Source: an optimization exercise on an open RTL-to-GDS flow (aim: small area and a short achievable clock period). Production flows keep margins and buffers that such runs may drop.
Only simulation tests tie the RTL to the original design; equivalence was not proved.
Power is estimated from default activity; no workload was simulated.

## fsk_rx
module fsk_rx (
    input  wire        clk,
    input  wire        rst,           
    input  wire        in_valid,
    input  wire [15:0] in_i,
    input  wire [15:0] in_q,
    output reg         db_valid,
    output wire [7:0]  db_level,
    output wire [31:0] db_maxsq,
    output reg         hit_valid,
    output reg         byte_valid,
    output wire [7:0]  byte_data,
    output reg         byte_first,
    output reg         byte_last
);
==> flow/config.mk <==
export PLATFORM = sky130hd
export DESIGN_NAME = fsk_rx
export DESIGN_NICKNAME = fsk_rx
export VERILOG_FILES = /design/flow/design.v
export SDC_FILE = /design/flow/constraint.sdc
export NUM_CORES = 4
export LEC_CHECK = 0
export CAP_MARGIN = 20
export CORE_MARGIN = 2
export CORE_UTILIZATION = 40
export SLEW_MARGIN = 20
==> flow/constraint.sdc <==
create_clock -name core_clock -period 12.0 [get_ports {clk}]
set_input_delay 2.4000 -clock core_clock [delete_from_list [all_inputs] [get_ports {clk}]]
set_output_delay 2.4000 -clock core_clock [all_outputs]
set_load 0.01 [all_outputs]
standard.sh (not shown) runs the stock make flow with config.mk's settings and CLKGATE_MAP_FILE= SYNTH_SCRIPT=/design/flow/synth_recipe.tcl, a recipe that flattens the netlist after the stock synthesis.
==> flow/flow/run.sh <==
#!/bin/bash
set -euo pipefail
bash standard.sh "BUFFER_PORTS_ARGS=-buffer_cell sky130_fd_sc_hd__buf_2" SETUP_SLACK_MARGIN=8.5 finish > standard.log 2>&1
==> next run, changes <==
--- a/flow/design.v
+++ b/flow/design.v
@@ -615,28 +615,20 @@
             default: db_thr = {32{r[7]}};    
             endcase
         end
     endfunction
     reg  [7:0] lvl;           
     reg  [7:0] sar_bit;       
     reg        sar_cmp;       
-    reg  [3:0] b_gt;          
-    reg  [3:1] b_eq;          
+    reg [31:0] thr;
     wire [7:0] r_cur   = {~lvl[7], lvl[6:0]};
     wire [7:0] r_trial = r_cur | sar_bit;
-    wire [31:0] thr    = db_thr(r_trial);
-    wire       r_keep  = sar_cmp & (b_gt[3] | (b_eq[3] & (b_gt[2] | (b_eq[2] & (b_gt[1] | (b_eq[1] & b_gt[0]))))));
+    wire       r_keep  = sar_cmp & (xmax >= thr);
     always @(posedge clk) begin
-        b_gt[3] <= (xmax[31:24] >  thr[31:24]);
-        b_gt[2] <= (xmax[23:16] >  thr[23:16]);
-        b_gt[1] <= (xmax[15:8]  >  thr[15:8]);
-        b_gt[0] <= (xmax[7:0]   >= thr[7:0]);
-        b_eq[3] <= (xmax[31:24] == thr[31:24]);
-        b_eq[2] <= (xmax[23:16] == thr[23:16]);
-        b_eq[1] <= (xmax[15:8]  == thr[15:8]);
+        thr <= db_thr(r_trial);
         if (rst) begin
             sar_bit  <= 8'd0;
             sar_cmp  <= 1'b0;
             db_valid <= 1'b0;
         end else begin
             if (buf_done2)
                 sar_bit <= 8'h80;
@@ -687,16 +679,15 @@
     wire na1     = na[4];
     wire db0_one = nb[1] ^ nb[0];
     wire db0_two = (nb[2] & ~nb[1] & ~nb[0]) | (~nb[2] & nb[1] & nb[0]);
     wire nb0     = ~nb[2];
     wire db1_one = nb[3] ^ nb[2];
     wire db1_two = (nb[4] & ~nb[3] & ~nb[2]) | (~nb[4] & nb[3] & nb[2]);
     wire nb1     = ~nb[4];
-    reg  acc_clr;               
-    wire acc_en  = ~acc_clr;
+    wire acc_en  = ~st[1];
     wire [21:0] xs_s, xs_c;
   wire xt_1, xt_2, xt_3, xt_4, xt_5, xt_6, xt_7, xt_8, xt_9, xt_10, xt_11, xt_12, xt_13, xt_14, xt_15, xt_16;
   wire xt_17, xt_18, xt_19, xt_20, xt_21, xt_22, xt_23, xt_24, xt_25, xt_26, xt_27, xt_28, xt_29, xt_30, xt_31, xt_32;
   wire xt_33, xt_34, xt_35, xt_36, xt_37, xt_38, xt_39, xt_40, xt_41, xt_42, xt_43, xt_44, xt_45, xt_46, xt_47, xt_48;
   wire xt_49, xt_50, xt_51, xt_52, xt_53, xt_54, xt_55, xt_56, xt_57, xt_58, xt_59, xt_60, xt_61, xt_62, xt_63, xt_64;
   wire xt_65, xt_66, xt_67, xt_68, xt_69, xt_70, xt_71, xt_72, xt_73, xt_74, xt_75, xt_76, xt_77, xt_78, xt_79, xt_80;
   wire xt_81, xt_82, xt_83, xt_84, xt_85, xt_86, xt_87, xt_88, xt_89, xt_90, xt_91, xt_92, xt_93, xt_94, xt_95, xt_96;
@@ -804,15 +795,14 @@
   assign xt_101 = ~(xt_62 ^ xt_63);
   assign xt_102 = xt_62 | xt_63;
   assign xt_103 = ~(xt_64 ^ xt_65);
   assign xt_104 = xt_64 | xt_65;
   assign xs_s = {1'b1, 1'b1, xt_104, xt_102, xt_100, xt_98, xt_96, xt_94, xt_92, xt_90, xt_88, xt_86, xt_84, xt_82, xt_80, xt_78, xt_76, xt_74, xt_72, xt_70, xt_68, xt_67};
   assign xs_c = {1'b0, 1'b0, xt_66, xt_103, xt_101, xt_99, xt_97, xt_95, xt_93, xt_91, xt_89, xt_87, xt_85, xt_83, xt_81, xt_79, xt_77, xt_75, xt_73, xt_71, xt_69, nb0};
     always @(posedge clk) begin
-        acc_clr <= st[0];
         ps     <= xs_s;
         pc     <= xs_c;
         acc    <= ({{4{acc[21]}}, acc[21:4]} & {22{acc_en}}) + ps + pc;
         acc_nz <= (acc[3:0] != 4'd0) | (acc_nz & ~st[2]);
     end
     wire bit_valid = st[5];
     wire bit_val   = ~acc[21] & ((acc != 22'd0) | acc_nz);
Clock skew increases by 0.015 ns.
Global-route usage decreases by 1.1 points.
Sequential power increases by about 7%.
Die area increases by about 1.3%.
Sequential share of layout area increases by 1.9 points.

* * *

Another version of the RTL of fsk_rx (not shown whole).
Size: roughly 3,200 cells after synthesis, about 88 I/O pins, roughly 30,000 um2 of cells after synthesis.
==> flow/design.v (excerpt) <==
module fsk_rx (
    input  wire        clk,
    input  wire        rst,           
    input  wire        in_valid,
    input  wire [15:0] in_i,
    input  wire [15:0] in_q,
    output reg         db_valid,
    output wire [7:0]  db_level,
    output wire [31:0] db_maxsq,
    output reg         hit_valid,
    output reg         byte_valid,
    output wire [7:0]  byte_data,
    output reg         byte_first,
    output reg         byte_last
);
make LEC_CHECK=0 CAP_MARGIN=20 CORE_MARGIN=2 CORE_UTILIZATION=40 SLEW_MARGIN=20 finish   # period 12.0 ns
run.sh (not shown) runs the stock make flow with config.mk's settings and CLKGATE_MAP_FILE= SYNTH_SCRIPT=/design/flow/synth_recipe.tcl, a recipe that flattens the netlist after the stock synthesis.
Stock flow here: none of the scripts above is used.
==> next run, changes <==
--- a/flow/design.v
+++ b/flow/design.v
@@ -835,68 +835,63 @@
         ps     <= xs_s;
         pc     <= xs_c;
         acc    <= ({{4{acc[21]}}, acc[21:4]} & {22{acc_en}}) + ps + pc;
         acc_nz <= (acc[3:0] != 4'd0) | (acc_nz & ~st[2]);
     end
     wire bit_valid = st[5];
     wire bit_val   = ~acc[21] & ((acc != 22'd0) | acc_nz);
-    function [5:0] sync_next(input [4:0] q, input b);
-        begin
-            sync_next = (q[4] ? (q[3] ? (q[2] ? (q[1] ? (q[0] ? (b ? 6'd32 : 6'd1) : (b ? 6'd2 : 6'd31)) : (q[0] ? (b ? 6'd2 : 6'd30) : (b ? 6'd0 : 6'd29))) : (q[1] ? (q[0] ? (b ? 6'd28 : 6'd4) : (b ? 6'd27 : 6'd1)) : (q[0] ? (b ? 6'd26 : 6'd1) : (b ? 6'd3 : 6'd25)))) : (q[2] ? (q[1] ? (q[0] ? (b ? 6'd24 : 6'd1) : (b ? 6'd2 : 6'd23)) : (q[0] ? (b ? 6'd2 : 6'd22) : (b ? 6'd3 : 6'd21))) : (q[1] ? (q[0] ? (b ? 6'd20 : 6'd1) : (b ? 6'd5 : 6'd19)) : (q[0] ? (b ? 6'd0 : 6'd18) : (b ? 6'd17 : 6'd1))))) : (q[3] ? (q[2] ? (q[1] ? (q[0] ? (b ? 6'd16 : 6'd1) : (b ? 6'd0 : 6'd15)) : (q[0] ? (b ? 6'd14 : 6'd1) : (b ? 6'd13 : 6'd1))) : (q[1] ? (q[0] ? (b ? 6'd12 : 6'd4) : (b ? 6'd11 : 6'd6)) : (q[0] ? (b ? 6'd10 : 6'd1) : (b ? 6'd0 : 6'd9)))) : (q[2] ? (q[1] ? (q[0] ? (b ? 6'd8 : 6'd1) : (b ? 6'd7 : 6'd1)) : (q[0] ? (b ? 6'd3 : 6'd6) : (b ? 6'd5 : 6'd1))) : (q[1] ? (q[0] ? (b ? 6'd0 : 6'd4) : (b ? 6'd3 : 6'd1)) : (q[0] ? (b ? 6'd2 : 6'd1) : (b ? 6'd0 : 6'd1))))));
-        end
-    endfunction
-    reg [7:0]  shreg;
+    reg [31:0] win;
     reg [11:0] cnt;
     reg        in_hdr, in_pay;
-    wire [7:0] byte_now = {bit_val, shreg[7:1]};
-    wire [5:0] q_next   = sync_next(cnt[4:0], bit_val);
-    wire       byte_end = (cnt[2:0] == 3'd0);
-    wire       cnt_zero = (cnt == 12'd0);
-    assign byte_data = shreg;
+    wire [31:0] win_next = {bit_val, win[31:1]};
+    wire        sync_hit = (cnt[4:0] == 5'd0) && (win_next == SYNC_WORD);
+    wire        byte_end = (cnt[2:0] == 3'd0);
+    wire        cnt_zero = (cnt == 12'd0);
+    assign byte_data = win[31:24];
     always @(posedge clk) begin
         if (bit_valid)
-            shreg <= byte_now;
+            win <= win_next;
     end
     always @(posedge clk) begin
         if (rst) begin
             in_hdr     <= 1'b0;
             in_pay     <= 1'b0;
-            cnt        <= 12'd0;
+            cnt        <= 12'd31;
             hit_valid  <= 1'b0;
             byte_valid <= 1'b0;
             byte_first <= 1'b0;
             byte_last  <= 1'b0;
         end else begin
             hit_valid  <= 1'b0;
             byte_valid <= 1'b0;
             if (bit_valid) begin
                 if (in_hdr) begin
                     byte_valid <= byte_end;
                     byte_first <= (cnt[3:0] == 4'd8);
                     byte_last  <= 1'b0;
                     if (cnt_zero) begin
-                        cnt    <= {byte_now + 9'd2, 3'b111};
+                        cnt    <= {win_next[31:24] + 9'd2, 3'b111};
                         in_hdr <= 1'b0;
                         in_pay <= 1'b1;
                     end else
                         cnt <= cnt - 12'd1;
                 end else if (in_pay) begin
                     byte_valid <= byte_end;
                     byte_first <= 1'b0;
                     byte_last  <= cnt_zero;
                     if (cnt_zero) begin
-                        cnt    <= 12'd0;
+                        cnt    <= 12'd31;
                         in_pay <= 1'b0;
                     end else
                         cnt <= cnt - 12'd1;
                 end else begin
-                    if (q_next[5]) begin
+                    if (sync_hit) begin
                         hit_valid <= 1'b1;
                         in_hdr    <= 1'b1;
                         cnt       <= 12'd15;
-                    end else
-                        cnt       <= {7'd0, q_next[4:0]};
+                    end else if (cnt[4:0] != 5'd0)
+                        cnt <= cnt - 12'd1;
                 end
             end
         end
     end
 endmodule
Outcome: Hold slack got worse by 3.8 ps. Synthesized cell count falls by 1.1%. Cell count falls by 0.85%. Wire length falls by 2.8%. Core utilization hardly moves. Flip-flop and latch count rises by 23. Clock skew rises by 21 ps.

* * *

fsk_rx, a different RTL version from the one above (not shown whole).
For scale: roughly 3,200 cells after synthesis, ~390 flip-flops.
==> flow/config.mk <==
export PLATFORM = sky130hd
export DESIGN_NAME = fsk_rx
export DESIGN_NICKNAME = fsk_rx
export VERILOG_FILES = /design/flow/design.v
export SDC_FILE = /design/flow/constraint.sdc
export NUM_CORES = 4
export LEC_CHECK = 0
export CAP_MARGIN = 20
export CORE_MARGIN = 2
export CORE_UTILIZATION = 40
export SLEW_MARGIN = 20
==> flow/constraint.sdc <==
create_clock -name core_clock -period 12.0 [get_ports {clk}]
set_input_delay 2.4000 -clock core_clock [delete_from_list [all_inputs] [get_ports {clk}]]
set_output_delay 2.4000 -clock core_clock [all_outputs]
set_load 0.01 [all_outputs]
standard.sh (not shown) runs the stock make flow with config.mk's settings and CLKGATE_MAP_FILE= SYNTH_SCRIPT=/design/flow/synth_recipe.tcl, a recipe that flattens the netlist after the stock synthesis.
Scripts as last shown in full above: flow/flow/run.sh
Rerun with:
--- a/flow/design.v
+++ b/flow/design.v
@@ -649,26 +649,18 @@
             endcase
         end
     endfunction
     reg  [7:0] lvl;           
     reg  [7:0] sar_bit;       
     reg        sar_cmp;       
-    reg  [3:0] b_gt;          
-    reg  [3:1] b_eq;          
+    reg [31:0] thr;
     wire [7:0] r_cur   = {~lvl[7], lvl[6:0]};
     wire [7:0] r_trial = r_cur | sar_bit;
-    wire [31:0] thr    = db_thr(r_trial);
-    wire       r_keep  = sar_cmp & (b_gt[3] | (b_eq[3] & (b_gt[2] | (b_eq[2] & (b_gt[1] | (b_eq[1] & b_gt[0]))))));
+    wire       r_keep  = sar_cmp & (xmax >= thr);
     always @(posedge clk) begin
-        b_gt[3] <= (xmax[31:24] >  thr[31:24]);
-        b_gt[2] <= (xmax[23:16] >  thr[23:16]);
-        b_gt[1] <= (xmax[15:8]  >  thr[15:8]);
-        b_gt[0] <= (xmax[7:0]   >= thr[7:0]);
-        b_eq[3] <= (xmax[31:24] == thr[31:24]);
-        b_eq[2] <= (xmax[23:16] == thr[23:16]);
-        b_eq[1] <= (xmax[15:8]  == thr[15:8]);
+        thr <= db_thr(r_trial);
         if (rst) begin
             sar_bit  <= 8'd0;
             sar_cmp  <= 1'b0;
             db_valid <= 1'b0;
         end else begin
             if (buf_done2)
@@ -721,14 +713,13 @@
     wire db0_one = nb[1] ^ nb[0];
     wire db0_two = (nb[2] & ~nb[1] & ~nb[0]) | (~nb[2] & nb[1] & nb[0]);
     wire nb0     = ~nb[2];
     wire db1_one = nb[3] ^ nb[2];
     wire db1_two = (nb[4] & ~nb[3] & ~nb[2]) | (~nb[4] & nb[3] & nb[2]);
     wire nb1     = ~nb[4];
-    reg  acc_clr;               
-    wire acc_en  = ~acc_clr;
+    wire acc_en  = ~st[1];
     wire [21:0] xs_s, xs_c;
   wire xt_1, xt_2, xt_3, xt_4, xt_5, xt_6, xt_7, xt_8, xt_9, xt_10, xt_11, xt_12, xt_13, xt_14, xt_15, xt_16;
   wire xt_17, xt_18, xt_19, xt_20, xt_21, xt_22, xt_23, xt_24, xt_25, xt_26, xt_27, xt_28, xt_29, xt_30, xt_31, xt_32;
   wire xt_33, xt_34, xt_35, xt_36, xt_37, xt_38, xt_39, xt_40, xt_41, xt_42, xt_43, xt_44, xt_45, xt_46, xt_47, xt_48;
   wire xt_49, xt_50, xt_51, xt_52, xt_53, xt_54, xt_55, xt_56, xt_57, xt_58, xt_59, xt_60, xt_61, xt_62, xt_63, xt_64;
   wire xt_65, xt_66, xt_67, xt_68, xt_69, xt_70, xt_71, xt_72, xt_73, xt_74, xt_75, xt_76, xt_77, xt_78, xt_79, xt_80;
@@ -838,13 +829,12 @@
   assign xt_102 = xt_62 | xt_63;
   assign xt_103 = ~(xt_64 ^ xt_65);
   assign xt_104 = xt_64 | xt_65;
   assign xs_s = {1'b1, 1'b1, xt_104, xt_102, xt_100, xt_98, xt_96, xt_94, xt_92, xt_90, xt_88, xt_86, xt_84, xt_82, xt_80, xt_78, xt_76, xt_74, xt_72, xt_70, xt_68, xt_67};
   assign xs_c = {1'b0, 1'b0, xt_66, xt_103, xt_101, xt_99, xt_97, xt_95, xt_93, xt_91, xt_89, xt_87, xt_85, xt_83, xt_81, xt_79, xt_77, xt_75, xt_73, xt_71, xt_69, nb0};
     always @(posedge clk) begin
-        acc_clr <= st[0];
         ps     <= xs_s;
         pc     <= xs_c;
         acc    <= ({{4{acc[21]}}, acc[21:4]} & {22{acc_en}}) + ps + pc;
         acc_nz <= (acc[3:0] != 4'd0) | (acc_nz & ~st[2]);
     end
     wire bit_valid = st[5];
Worst setup slack stays flat.
Cell area goes down by 1.5%.
Clock-buffer cell count went up by 1.
Die area is higher by 0.50%.
Routed wire length is lower by 1.6%.
Power went up by 0.31%.
Final cell count went up by 0.47%.
Via count barely changes.
Utilization drops by 0.77 points.
Global-route usage went down by 0.29 points.

-- re-timing with driven ports --
How much do the figures lean on ideal ports? The routed layouts below were timed once more, with nothing changed but the port constraints. Step 1, drivers: a clkbuf_16 drives clk and a buf_2 each remaining input, both assumed. Step 2, shift: input delay + t, output delay - t, t = (earliest + latest rising clock arrival at the registers) / 2. This alone moves slack from input paths to output paths. Three values: ideal ports, drivers, drivers and shift; two values: the first two.
| run | t (ns) | setup slack, ns | hold slack, ns | pins driven straight from the clock port |
|---|---|---|---|---|
| the first run of note 1 | 0.633 | 8.183 / 8.183 / 8.183 | 0.335 / 0.335 / 0.335 | 1 |
| the second run of note 1 | 0.649 | 8.309 / 8.272 / 8.309 | 0.415 / 0.415 / 0.415 | 1 |
| the first run of note 2 | 0.654 | 7.866 / 7.802 / 7.921 | 0.418 / 0.418 / 0.418 | 1 |
| the second run of note 2 | 0.684 | 7.801 / 7.737 / 8.079 | 0.414 / 0.414 / 0.414 | 1 |
| the first run of note 3 | 0.651 | 8.316 / 8.259 / 8.117 | 0.346 / 0.346 / 0.346 | 1 |
| the second run of note 3 | 0.645 | 8.313 / 8.251 / 8.164 | 0.435 / 0.435 / 0.435 | 1 |
After both steps every run listed still meets setup and hold. For the first run of note 3, which loses most, drivers alone change the setup slack by -0.057 ns; drivers and shift together by -0.199 ns.
